This design comes from an exercise in tuning for small area on the open sky130 flow, not from production work. Function was checked by simulation only, so behaviour that the tests miss may differ from the original.

File: flow/config.mk
export PLATFORM = sky130hd
export DESIGN_NAME = tflf
export DESIGN_NICKNAME = tflf
export VERILOG_FILES = /design/flow/design.v
export SDC_FILE = /design/flow/constraint.sdc
export NUM_CORES = 4
export LEC_CHECK = 0
export CAP_MARGIN = 20
export CORE_MARGIN = 2
export CORE_UTILIZATION = 25
export PLACE_DENSITY = 0.4
export SLEW_MARGIN = 20
File: flow/constraint.sdc
create_clock -name core_clock -period 25.0 [get_ports {clk}]
set_input_delay 5.0000 -clock core_clock [delete_from_list [all_inputs] [get_ports {clk}]]
set_output_delay 5.0000 -clock core_clock [all_outputs]
set_load 0.01 [all_outputs]
File: flow/design.v
module tflf (
    input  wire          clk,
    input  wire          rst,
    input  wire          cancel,
    input  wire          op_valid,
    output wire          op_ready,
    input  wire [2:0]    op_sel,
    input  wire [7:0]    op_cmd,
    input  wire [7:0]    op_plen,
    input  wire [479:0]  op_params,    
    input  wire [15:0]   op_freq,
    input  wire          rx_valid,
    output wire          rx_ready,
    input  wire [7:0]    rx_data,
    input  wire          rx_timeout,
    output wire          tx_valid,
    input  wire          tx_ready,
    output wire [7:0]    tx_data,
    input  wire          tx_fail,
    output reg           res_valid,
    output reg  [2:0]    res_kind,
    output reg  [48:0]   res_payload,
    output wire          busy,
    output wire          dead,
    output reg  [3:0]    fsm,
    output reg  [7:0]    cnt,
    output reg  [7:0]    len,
    output reg  [7:0]    acc,
    output reg  [2:0]    op,
    output reg  [7:0]    req_id,
    output reg  [7:0]    tx_len,
    output reg  [7:0]    tx_idx,
    output reg  [15:0]   dist_cm,
    output reg  [15:0]   strength,
    output reg  [15:0]   temp_raw,
    output reg           csum_ok,
    output reg           tlm_valid,
    output wire [16:0]   temp_q3,
    output reg  [7:0]    resp_id,
    output reg  [7:0]    resp_len,
    output reg           resp_valid,
    output reg  [7:0]    ver_patch,
    output reg  [7:0]    ver_minor,
    output reg  [7:0]    ver_major,
    output reg           ver_valid,
    output reg  [2:0]    err,
    output reg           err_corr,
    input  wire [7:0]    x_addr,
    output wire [7:0]    x_data,
    input  wire [7:0]    t_addr,
    output wire [7:0]    t_data
);
    localparam [3:0] S_IDLE   = 4'd0,
                     S_TSEEK0 = 4'd1,
                     S_TSEEK1 = 4'd2,
                     S_TREAD  = 4'd3,
                     S_CSEND  = 4'd4,
                     S_RHDR   = 4'd5,
                     S_RLEN   = 4'd6,
                     S_RPAY   = 4'd7,
                     S_RCSUM  = 4'd8,
                     S_DEAD   = 4'd9;
    localparam [2:0] OP_TLM = 3'd0, OP_BUILD = 3'd1, OP_SEND = 3'd2,
                     OP_RECV = 3'd3, OP_SETFREQ = 3'd4, OP_GETVER = 3'd5;
    localparam [2:0] R_TLM_FRAME = 3'd0, R_TLM_HDR_INVALID = 3'd1,
                     R_BUILD_DONE = 3'd2, R_SEND_DONE = 3'd3,
                     R_RECV_DONE = 3'd4, R_FREQ_DONE = 3'd5,
                     R_VER_DONE = 3'd6, R_ERROR = 3'd7;
    localparam [2:0] E_HDR = 3'd1, E_CSUM = 3'd2, E_UNKCMD = 3'd3,
                     E_TIMEOUT = 3'd4, E_TRANSPORT = 3'd5, E_LENGTH = 3'd6,
                     E_BADREQ = 3'd7;
    localparam [7:0] TLM_HDR = 8'h59;
    localparam [7:0] CMD_HDR = 8'h5A;
    reg [7:0] xbuf [0:63];
    reg [7:0] tbuf [0:63];
    wire rxs = (fsm == S_TSEEK0) || (fsm == S_TSEEK1) || (fsm == S_TREAD) ||
               (fsm == S_RHDR) || (fsm == S_RLEN) || (fsm == S_RPAY) ||
               (fsm == S_RCSUM);
    wire ev_cancel  = cancel && !rst;
    wire ev_rxto    = rx_timeout && rxs && !rst && !cancel;
    wire ev_txfail  = tx_fail && (fsm == S_CSEND) && !rst && !cancel;
    assign rx_ready = rxs && !rst && !cancel && !rx_timeout;
    assign tx_valid = (fsm == S_CSEND) && !rst && !cancel && !tx_fail;
    assign op_ready = ((fsm == S_IDLE) || (fsm == S_DEAD)) && !rst && !cancel;
    wire ev_rx    = rx_valid && rx_ready;
    wire ev_txacc = tx_valid && tx_ready;
    wire ev_req   = op_valid && op_ready;
    assign busy = (fsm != S_IDLE) && (fsm != S_DEAD);
    assign dead = (fsm == S_DEAD);
    assign temp_q3 = {1'b0, temp_raw} - 17'd2048;
    assign x_data = (x_addr < 8'd64) ? xbuf[x_addr[5:0]] : 8'h00;
    assign t_data = (t_addr < 8'd64) ? tbuf[t_addr[5:0]] : 8'h00;
    assign tx_data = (tx_idx < 8'd64) ? tbuf[tx_idx[5:0]] : 8'h00;
    wire cmd_known   = (op_cmd == 8'h01) || (op_cmd == 8'h02) || (op_cmd == 8'h03);
    wire req_bad     = (op_sel > OP_GETVER) ||
                       (((op_sel == OP_BUILD) || (op_sel == OP_SEND)) &&
                        (!cmd_known || (op_plen > 8'd60)));
    wire req_builds  = (op_sel == OP_BUILD) || (op_sel == OP_SEND) ||
                       (op_sel == OP_SETFREQ) || (op_sel == OP_GETVER);
    reg [7:0]    b_id;
    reg [7:0]    b_plen;
    reg [479:0]  b_params;
    always @(*) begin
        b_id     = op_cmd;
        b_plen   = op_plen;
        b_params = op_params;
        if (op_sel == OP_SETFREQ) begin
            b_id     = 8'h03;
            b_plen   = 8'd2;
            b_params = {464'd0, op_freq[15:8], op_freq[7:0]};
        end else if (op_sel == OP_GETVER) begin
            b_id     = 8'h01;
            b_plen   = 8'd0;
            b_params = 480'd0;
        end
    end
    wire [7:0] b_len = b_plen + 8'd4;
    wire [59:0] b_use;
    genvar gk;
    generate
        for (gk = 0; gk < 60; gk = gk + 1) begin : g_use
            assign b_use[gk] = (gk < b_plen);
        end
    endgenerate
    wire [8*64-1:0] sum_leaf;
    generate
        for (gk = 0; gk < 64; gk = gk + 1) begin : g_leaf
            if (gk < 60) begin : g_param
                assign sum_leaf[8*gk +: 8] = b_use[gk] ? b_params[8*gk +: 8] : 8'd0;
            end else if (gk == 60) begin : g_hdr
                assign sum_leaf[8*gk +: 8] = CMD_HDR;
            end else if (gk == 61) begin : g_len
                assign sum_leaf[8*gk +: 8] = b_len;
            end else if (gk == 62) begin : g_id
                assign sum_leaf[8*gk +: 8] = b_id;
            end else begin : g_zero
                assign sum_leaf[8*gk +: 8] = 8'd0;
            end
        end
    endgenerate
    genvar gl, gn;
    generate
        for (gl = 1; gl <= 6; gl = gl + 1) begin : g_lvl
            wire [8*(64 >> gl)-1:0] s;
            for (gn = 0; gn < (64 >> gl); gn = gn + 1) begin : g_node
                if (gl == 1) begin : g_first
                    assign s[8*gn +: 8] = sum_leaf[16*gn +: 8] + sum_leaf[16*gn+8 +: 8];
                end else begin : g_next
                    assign s[8*gn +: 8] = g_lvl[gl-1].s[16*gn +: 8] + g_lvl[gl-1].s[16*gn+8 +: 8];
                end
            end
        end
    endgenerate
    wire [7:0] b_sum = g_lvl[6].s;
    wire [7:0] r_id      = xbuf[2];
    wire       r_known   = (r_id == 8'h01) || (r_id == 8'h02) || (r_id == 8'h03);
    wire       r_csum_ok = (acc == rx_data);
    reg x_we;
    always @(*) begin
        x_we = 1'b0;
        if (ev_rx) begin
            case (fsm)
                S_TSEEK0: x_we = (rx_data == TLM_HDR);
                S_TSEEK1: x_we = (rx_data == TLM_HDR);
                S_TREAD:  x_we = 1'b1;
                S_RHDR:   x_we = (rx_data == CMD_HDR);
                S_RLEN:   x_we = (rx_data >= 8'd4);
                S_RPAY:   x_we = 1'b1;
                S_RCSUM:  x_we = 1'b1;
                default:  x_we = 1'b0;
            endcase
        end
    end
    always @(posedge clk) begin
        if (!rst && x_we && (cnt < 8'd64))
            xbuf[cnt[5:0]] <= rx_data;
    end
    wire t_we = ev_req && (fsm == S_IDLE) && !req_bad && req_builds;
    integer i;
    always @(posedge clk) begin
        if (t_we) begin
            tbuf[0] <= CMD_HDR;
            tbuf[1] <= b_len;
            tbuf[2] <= b_id;
            for (i = 3; i < 63; i = i + 1)
                tbuf[i] <= b_use[i-3] ? b_params[8*(i-3) +: 8] : b_sum;
            tbuf[63] <= b_sum;       
        end
    end
    always @(posedge clk) begin
        if (rst) begin
            fsm        <= S_IDLE;
            op         <= 3'd0;
            req_id     <= 8'd0;
            cnt        <= 8'd0;
            len        <= 8'd0;
            acc        <= 8'd0;
            tx_len     <= 8'd0;
            tx_idx     <= 8'd0;
            dist_cm       <= 16'd0;
            strength   <= 16'd0;
            temp_raw   <= 16'd0;
            csum_ok    <= 1'b0;
            tlm_valid  <= 1'b0;
            resp_id    <= 8'd0;
            resp_len   <= 8'd0;
            resp_valid <= 1'b0;
            ver_patch  <= 8'd0;
            ver_minor  <= 8'd0;
            ver_major  <= 8'd0;
            ver_valid  <= 1'b0;
            err        <= 3'd0;
            err_corr   <= 1'b0;
            res_valid  <= 1'b0;
            res_kind   <= 3'd0;
            res_payload <= 49'd0;
        end else begin
            res_valid <= 1'b0;
            if (ev_cancel) begin
                if (busy) begin
                    cnt        <= 8'd0;
                    resp_valid <= 1'b0;
                    fsm        <= S_IDLE;
                end
            end else if (ev_rxto) begin
                err         <= E_TIMEOUT;
                err_corr    <= 1'b0;
                cnt         <= 8'd0;
                resp_valid  <= 1'b0;
                res_valid   <= 1'b1;
                res_kind    <= R_ERROR;
                res_payload <= {45'd0, 1'b0, E_TIMEOUT};
                fsm         <= S_IDLE;
            end else if (ev_txfail) begin
                err         <= E_TRANSPORT;
                err_corr    <= 1'b0;
                cnt         <= 8'd0;
                resp_valid  <= 1'b0;
                res_valid   <= 1'b1;
                res_kind    <= R_ERROR;
                res_payload <= {45'd0, 1'b0, E_TRANSPORT};
                fsm         <= S_DEAD;
            end else if (ev_req) begin
                if (fsm == S_DEAD) begin
                    err         <= E_TRANSPORT;
                    err_corr    <= 1'b0;
                    res_valid   <= 1'b1;
                    res_kind    <= R_ERROR;
                    res_payload <= {45'd0, 1'b0, E_TRANSPORT};
                end else if (req_bad) begin
                    err         <= E_BADREQ;
                    err_corr    <= 1'b0;
                    res_valid   <= 1'b1;
                    res_kind    <= R_ERROR;
                    res_payload <= {45'd0, 1'b0, E_BADREQ};
                end else begin
                    op       <= op_sel;
                    err      <= 3'd0;
                    err_corr <= 1'b0;
                    case (op_sel)
                        OP_TLM: begin
                            cnt        <= 8'd0;
                            resp_valid <= 1'b0;
                            fsm        <= S_TSEEK0;
                        end
                        OP_BUILD: begin
                            tx_len      <= b_len;
                            tx_idx      <= 8'd0;
                            res_valid   <= 1'b1;
                            res_kind    <= R_BUILD_DONE;
                            res_payload <= 49'd0;
                        end
                        OP_SEND: begin
                            tx_len <= b_len;
                            tx_idx <= 8'd0;
                            fsm    <= S_CSEND;
                        end
                        OP_RECV: begin
                            cnt        <= 8'd0;
                            resp_valid <= 1'b0;
                            fsm        <= S_RHDR;
                        end
                        OP_SETFREQ: begin
                            req_id     <= 8'h03;
                            tx_len     <= b_len;
                            tx_idx     <= 8'd0;
                            cnt        <= 8'd0;
                            resp_valid <= 1'b0;
                            fsm        <= S_CSEND;
                        end
                        default: begin  
                            req_id     <= 8'h01;
                            tx_len     <= b_len;
                            tx_idx     <= 8'd0;
                            cnt        <= 8'd0;
                            resp_valid <= 1'b0;
                            ver_valid  <= 1'b0;
                            fsm        <= S_CSEND;
                        end
                    endcase
                end
            end else if (ev_txacc) begin
                tx_idx <= tx_idx + 8'd1;
                if (tx_idx + 8'd1 == tx_len) begin
                    if (op == OP_SEND) begin
                        res_valid   <= 1'b1;
                        res_kind    <= R_SEND_DONE;
                        res_payload <= 49'd0;
                        fsm         <= S_IDLE;
                    end else begin
                        fsm <= S_RHDR;
                    end
                end
            end else if (ev_rx) begin
                case (fsm)
                    S_TSEEK0: begin
                        if (rx_data == TLM_HDR) begin
                            cnt <= 8'd1;
                            fsm <= S_TSEEK1;
                        end
                    end
                    S_TSEEK1: begin
                        if (rx_data == TLM_HDR) begin
                            cnt <= 8'd2;
                            acc <= 8'hB2;
                            fsm <= S_TREAD;
                        end else begin
                            res_valid   <= 1'b1;
                            res_kind    <= R_TLM_HDR_INVALID;
                            res_payload <= 49'd0;
                            cnt         <= 8'd0;
                            fsm         <= S_TSEEK0;
                        end
                    end
                    S_TREAD: begin
                        if (cnt == 8'd8) begin
                            dist_cm        <= {xbuf[3], xbuf[2]};
                            strength    <= {xbuf[5], xbuf[4]};
                            temp_raw    <= {xbuf[7], xbuf[6]};
                            csum_ok     <= (acc == rx_data);
                            tlm_valid   <= 1'b1;
                            res_valid   <= 1'b1;
                            res_kind    <= R_TLM_FRAME;
                            res_payload <= {(acc == rx_data), xbuf[7], xbuf[6],
                                            xbuf[5], xbuf[4], xbuf[3], xbuf[2]};
                            cnt         <= 8'd0;
                            fsm         <= S_TSEEK0;
                        end else begin
                            acc <= acc + rx_data;
                            cnt <= cnt + 8'd1;
                        end
                    end
                    S_RHDR: begin
                        if (rx_data == CMD_HDR) begin
                            cnt <= 8'd1;
                            acc <= CMD_HDR;
                            fsm <= S_RLEN;
                        end else begin
                            err         <= E_HDR;
                            err_corr    <= 1'b0;
                            cnt         <= 8'd0;
                            resp_valid  <= 1'b0;
                            res_valid   <= 1'b1;
                            res_kind    <= R_ERROR;
                            res_payload <= {45'd0, 1'b0, E_HDR};
                            fsm         <= S_IDLE;
                        end
                    end
                    S_RLEN: begin
                        if ((rx_data >= 8'd4) && (rx_data <= 8'd64)) begin
                            cnt <= 8'd2;
                            len <= rx_data;
                            acc <= acc + rx_data;
                            fsm <= S_RPAY;
                        end else begin
                            err         <= E_LENGTH;
                            err_corr    <= 1'b0;
                            cnt         <= 8'd0;
                            resp_valid  <= 1'b0;
                            res_valid   <= 1'b1;
                            res_kind    <= R_ERROR;
                            res_payload <= {45'd0, 1'b0, E_LENGTH};
                            fsm         <= S_IDLE;
                        end
                    end
                    S_RPAY: begin
                        acc <= acc + rx_data;
                        cnt <= cnt + 8'd1;
                        if (cnt == len - 8'd2)
                            fsm <= S_RCSUM;
                    end
                    S_RCSUM: begin
                        fsm <= S_IDLE;
                        if (!r_known) begin
                            err         <= E_UNKCMD;
                            err_corr    <= 1'b0;
                            cnt         <= 8'd0;
                            resp_valid  <= 1'b0;
                            res_valid   <= 1'b1;
                            res_kind    <= R_ERROR;
                            res_payload <= {45'd0, 1'b0, E_UNKCMD};
                        end else if (!r_csum_ok) begin
                            err         <= E_CSUM;
                            err_corr    <= 1'b0;
                            cnt         <= 8'd0;
                            resp_valid  <= 1'b0;
                            res_valid   <= 1'b1;
                            res_kind    <= R_ERROR;
                            res_payload <= {45'd0, 1'b0, E_CSUM};
                        end else if ((op != OP_RECV) && (r_id != req_id)) begin
                            err         <= E_UNKCMD;
                            err_corr    <= 1'b1;
                            cnt         <= 8'd0;
                            resp_valid  <= 1'b0;
                            res_valid   <= 1'b1;
                            res_kind    <= R_ERROR;
                            res_payload <= {45'd0, 1'b1, E_UNKCMD};
                        end else if ((op == OP_GETVER) && (len < 8'd7)) begin
                            err         <= E_LENGTH;
                            err_corr    <= 1'b0;
                            cnt         <= 8'd0;
                            resp_valid  <= 1'b0;
                            res_valid   <= 1'b1;
                            res_kind    <= R_ERROR;
                            res_payload <= {45'd0, 1'b0, E_LENGTH};
                        end else begin
                            cnt        <= len;
                            resp_id    <= r_id;
                            resp_len   <= len - 8'd4;
                            resp_valid <= 1'b1;
                            res_valid  <= 1'b1;
                            if (op == OP_RECV) begin
                                res_kind    <= R_RECV_DONE;
                                res_payload <= {41'd0, r_id};
                            end else if (op == OP_SETFREQ) begin
                                res_kind    <= R_FREQ_DONE;
                                res_payload <= 49'd0;
                            end else begin
                                ver_patch   <= xbuf[3];
                                ver_minor   <= xbuf[4];
                                ver_major   <= xbuf[5];
                                ver_valid   <= 1'b1;
                                res_kind    <= R_VER_DONE;
                                res_payload <= {25'd0, xbuf[5], xbuf[4], xbuf[3]};
                            end
                        end
                    end
                    default: ;
                endcase
            end
        end
    end
endmodule
File: flow/run.sh
#!/bin/bash
# synth_recipe.tcl (not shown) runs the flow's synth.tcl, then flattens the netlist and writes it again
# the make line also repeats each setting of config.mk as NAME=value (left out here)
make -C /OpenROAD-flow-scripts/flow DESIGN_CONFIG=/design/flow/config.mk WORK_HOME=/design/flow/orfs CLKGATE_MAP_FILE= SYNTH_SCRIPT=/design/flow/synth_recipe.tcl finish
==> impl.org <==
** Status
- The flow ran to the end and the layout has no timing, DRC or antenna violations.

** Layout
- Area of the multi-input gates :: 0.03183 mm^2
- For this run, the share of the core covered by cells in the final layout is 32.28%.
- Of the cells placed in the final design, the portion with a size suffix greater than 1 is 14.10%.
- Post-layout net count :: 7640
- Counting the fill cells in the layout gives 27.52k.
- Area occupied by registers :: 0.03447 mm^2
- From synthesis to final layout, the design area changed by 28.15%.

** Synthesis
- Synthesis Warnings :: 2
- Distinct cell type count after synthesis :: 87
- Top FF cell, synth :: edfxtp_1
- Syn_area_per_cell :: 11.90 um^2
- In the synthesized netlist the async set-or-reset flop fraction comes to 0%.
- Sequential share of the synthesized area :: 50.45%
- Synthesized cell area :: 0.06833 mm^2
- Library cell occupying the most area in the post-synthesis netlist :: edfxtp_1
- Synth top area cells :: edfxtp_1 (45%), fa_1 (11%), dfxtp_1 (5.8%)
- Number of enable flip-flop cells after synthesis :: 1016
- The synthesized design contains 1214 register bits.
- Gate Count Post-Synth :: 5740
- Proportion of netlist area held by the largest area contributor :: 44.65%

** Die
- The total area inside the core boundary comes to 0.2712 mm^2.
- Area enclosed by the die boundary :: 0.2775 mm^2
- The die is 526.8 um tall.
- The die is 526.8 um wide.
- Number of placed I/O pins :: 797
- Initial core utilization :: 25.19%
- Placement row count :: 191

** Worst hold path
- Type of the tightest min-delay check :: flip-flop to flip-flop

** Route
- In the final routed layout, each cell accounts on average for 51.55 um.
- DR DRC count :: 0
- Count of nets left with antenna violations after detail routing :: 0
- The routed design has 535.3 mm of wire.
- The pre-antenna-repair detailed-routing pass consisted of 6 iterations.
- Count of routing violations after the opening detailed-route iteration :: 8907
- Dividing the detail-routed via count by the number of cells gives 5.857.
- Vias post-DR :: 60.82k

** Worst setup path
- Maximum single-stage delay on the critical path :: 0.87 ns
- Largest driver fanout on the critical path :: 36
- Element type at the critical path end :: flip-flop
- Crit path max-delay cell type :: fa_1
- The cell family contributing the most delay on the critical path is adder cells.
- Critical Path Source Type :: input pin
- The worst setup path is of the input pin to flip-flop kind.
- Worst endpoint required time :: 25.58 ns
- Worst Path Arrival :: 18.07 ns
- Most Frequent Cell on Critical Path :: fa_1
- Worst path buffer plus inverter count :: 11

** CTS
- Clock latency reported for the late side of the worst-skew pair :: 0.86 ns
- Clock tree synthesis inserted a total of 162 buffers.
- In this run, post-CTS repair resized a total of 0 instances.
- Clock tree root buffer cell :: clkbuf_16
- # hold bufs at CTS :: 0
- After clock tree synthesis, the clock-pin slew on the worst setup and hold paths is 0.06 ns.
- Counting along the longest clock path gives a buffer depth of 4.
- TritonCTS built the clock tree.
- In this run the post-CTS setup repair buffer count came out at 0.
- Sink Count :: 1214
- The H-tree was split into 4 levels.

** GRT
- First-pass GRT wire length :: 668.7 mm
- Via count of the first global-routing pass :: 58.87k
- Congestion Overflow GR :: 0
- Global routing used 37.65% of the available tracks across all layers.
- Pin count of the biggest net entering global routing :: 167
- Initial antenna violation count :: 126

** Job
- # Max-Cap Violations :: 0

** Placement
- Number of buffers added on ports :: 790
- At the placement stage, the worst setup path has a slack of 7.133 ns.
- Detailed placement finished with a half-perimeter wire length of 423.3 mm.
- Last weighted congestion value of the routability-driven placer :: 1.108

** STA
- Setup-violating endpoint count in the final report :: 0
- For this run, the top clock speed supported by timing is 57.18 MHz.
- Period utilisation layout :: 69.96%
- In this run the tightest slew margin relative to its limit is 5.547%.
- Setup repair after global routing left no endpoint under its margin.
- For the finished layout, the period the worst path requires is 17.49 ns.
- Setup Skew :: 0.07745 ns
- Number of failing hold endpoints at the final stage :: 0
- Accumulated negative setup slack :: 0 ns
- Number of max-slew violations in the final report :: 0
- Worst setup margin :: 7.511 ns
- Slew at the pin closest to its max-slew limit :: 1.417 ns
cell usage in the layout, fill, tap and decap left out, drive strengths merged, types with 18 or more instances in the layout:
master / n
and2: 178
o21ai: 293
nand2: 601
inv: 387
nor2b: 32
and3: 38
clkdlybuf4s50: 777
clkinv: 55
nand4: 86
a21o: 59
xnor2: 108
a22oi: 335
nor4: 34
a211oi: 21
clkbuf: 206
dfxtp: 198
nor2: 373
a221oi: 91
mux2: 56
nor3: 72
fa: 363
mux4: 168
a21oi: 273
buf: 280
bufinv: 18
edfxtp: 1016
xor2: 35
nand3: 118
mux2i: 27
ha: 71
diode: 34
o21bai: 129
a22o: 86
through the flow:
stage	cell area (um^2)	instances	hold slack, ns
floorplan	68350	5745	0.4761
global placement	82070	10063	0.4411
detailed placement	82100	10064	0.4446
CTS	87440	10348	0.4526
global route	87490	10353	0.4685
finish	87560	10383	0.4514
cell usage after synthesis (86+ instances only):
library cell	count
edfxtp_1	1016
nand2_1	601
inv_1	385
nor2_1	372
fa_1	363
a22oi_1	335
a21oi_1	271
o21ai_0	271
clkbuf_1	245
dfxtp_1	198
and2_1	176
mux4_2	168
o21bai_1	129
nand3_1	118
xnor2_1	108
a221oi_1	91
a22o_1	86
nand4_1	86
tightest hold or removal path, stage by stage, from the launching register on:
cell     delay [ns]
dfxtp_1        0.31
nand2_1        0.05
a21oi_1        0.05
path summary, 6_finish.rpt:
path                start      endpoint  slack (ns)  cells past startpoint
min reg2reg  ver_patch[5]  ver_patch[5]        0.45                      2
max             op_sel[2]   tbuf[12][7]        7.51                     35
max reg2reg        fsm[3]   tbuf[28][4]       18.31                     10
min          ver_patch[5]  ver_patch[5]        0.45                      2
cell families after synthesis:
family	after synthesis	synth area share, %
buffers and inverters	697	3.977
xor gates and xnor gates	157	2.324
and+or+nand+nor	1616	11.04
muxes	251	6.856
adders and majority gates	434	11.93
AOI/OAI and AO/OA	1370	13.42
DFF	1214	50.45
other	1	0.005488
sequential cells by signal, summed over array words and instances, names as in the netlist, 16 cells and up:
| signal | flops |
|---|---|
| xbuf | 512 |
| dist_cm | 16 |
| tbuf | 504 |
| res_payload | 49 |
| strength | 16 |
| temp_raw | 16 |
per-layer routing:
metal	wire length, um	share of wire, %	global-route usage [%]
met5	231	0.043	0
met4	52200	9.8	29.38
met1	203900	38	45.93
met2	231800	43	56.80
met3	47070	8.8	9.445
layout make-up:
class / count / share of cell area [%]
diodes: 34 / 0.09717
repair buffers: 1058 / 11.31
inverters: 389 / 1.672
flip-flops and latches: 1214 / 39.37
clock buffers: 205 / 5.053
clock inverters: 79 / 1.046
well taps: 3570 / 5.101
multi-input cells: 3834 / 36.35

[afterwards: timing with drivers on the ports]
The results above use ideal ports. As a check the final layout listed here was re-extracted and re-timed, cells and wires unchanged. Step 1: set_driving_cell puts a clkbuf_16 on clk and a buf_2 on each other input, an assumption about the parent block. Step 2 times the ports against the registers' clock, not the clock port: input delays grow and output delays shrink by t, the midpoint of the rising clock arrivals with the driver on. Slacks: ideal / step 1 / step 2; pairs: ideal / step 1.
t, ns: 0.934
slack for setup (ns): 7.511 / 7.490 / 6.556
hold slack, ns: 0.451 / 0.451 / 0.451
worst data-port slew with drivers (ns): 0.18
After both steps setup and hold are still met in this run. For this run, drivers alone change the setup slack by -0.021 ns; drivers and shift together by -0.955 ns.
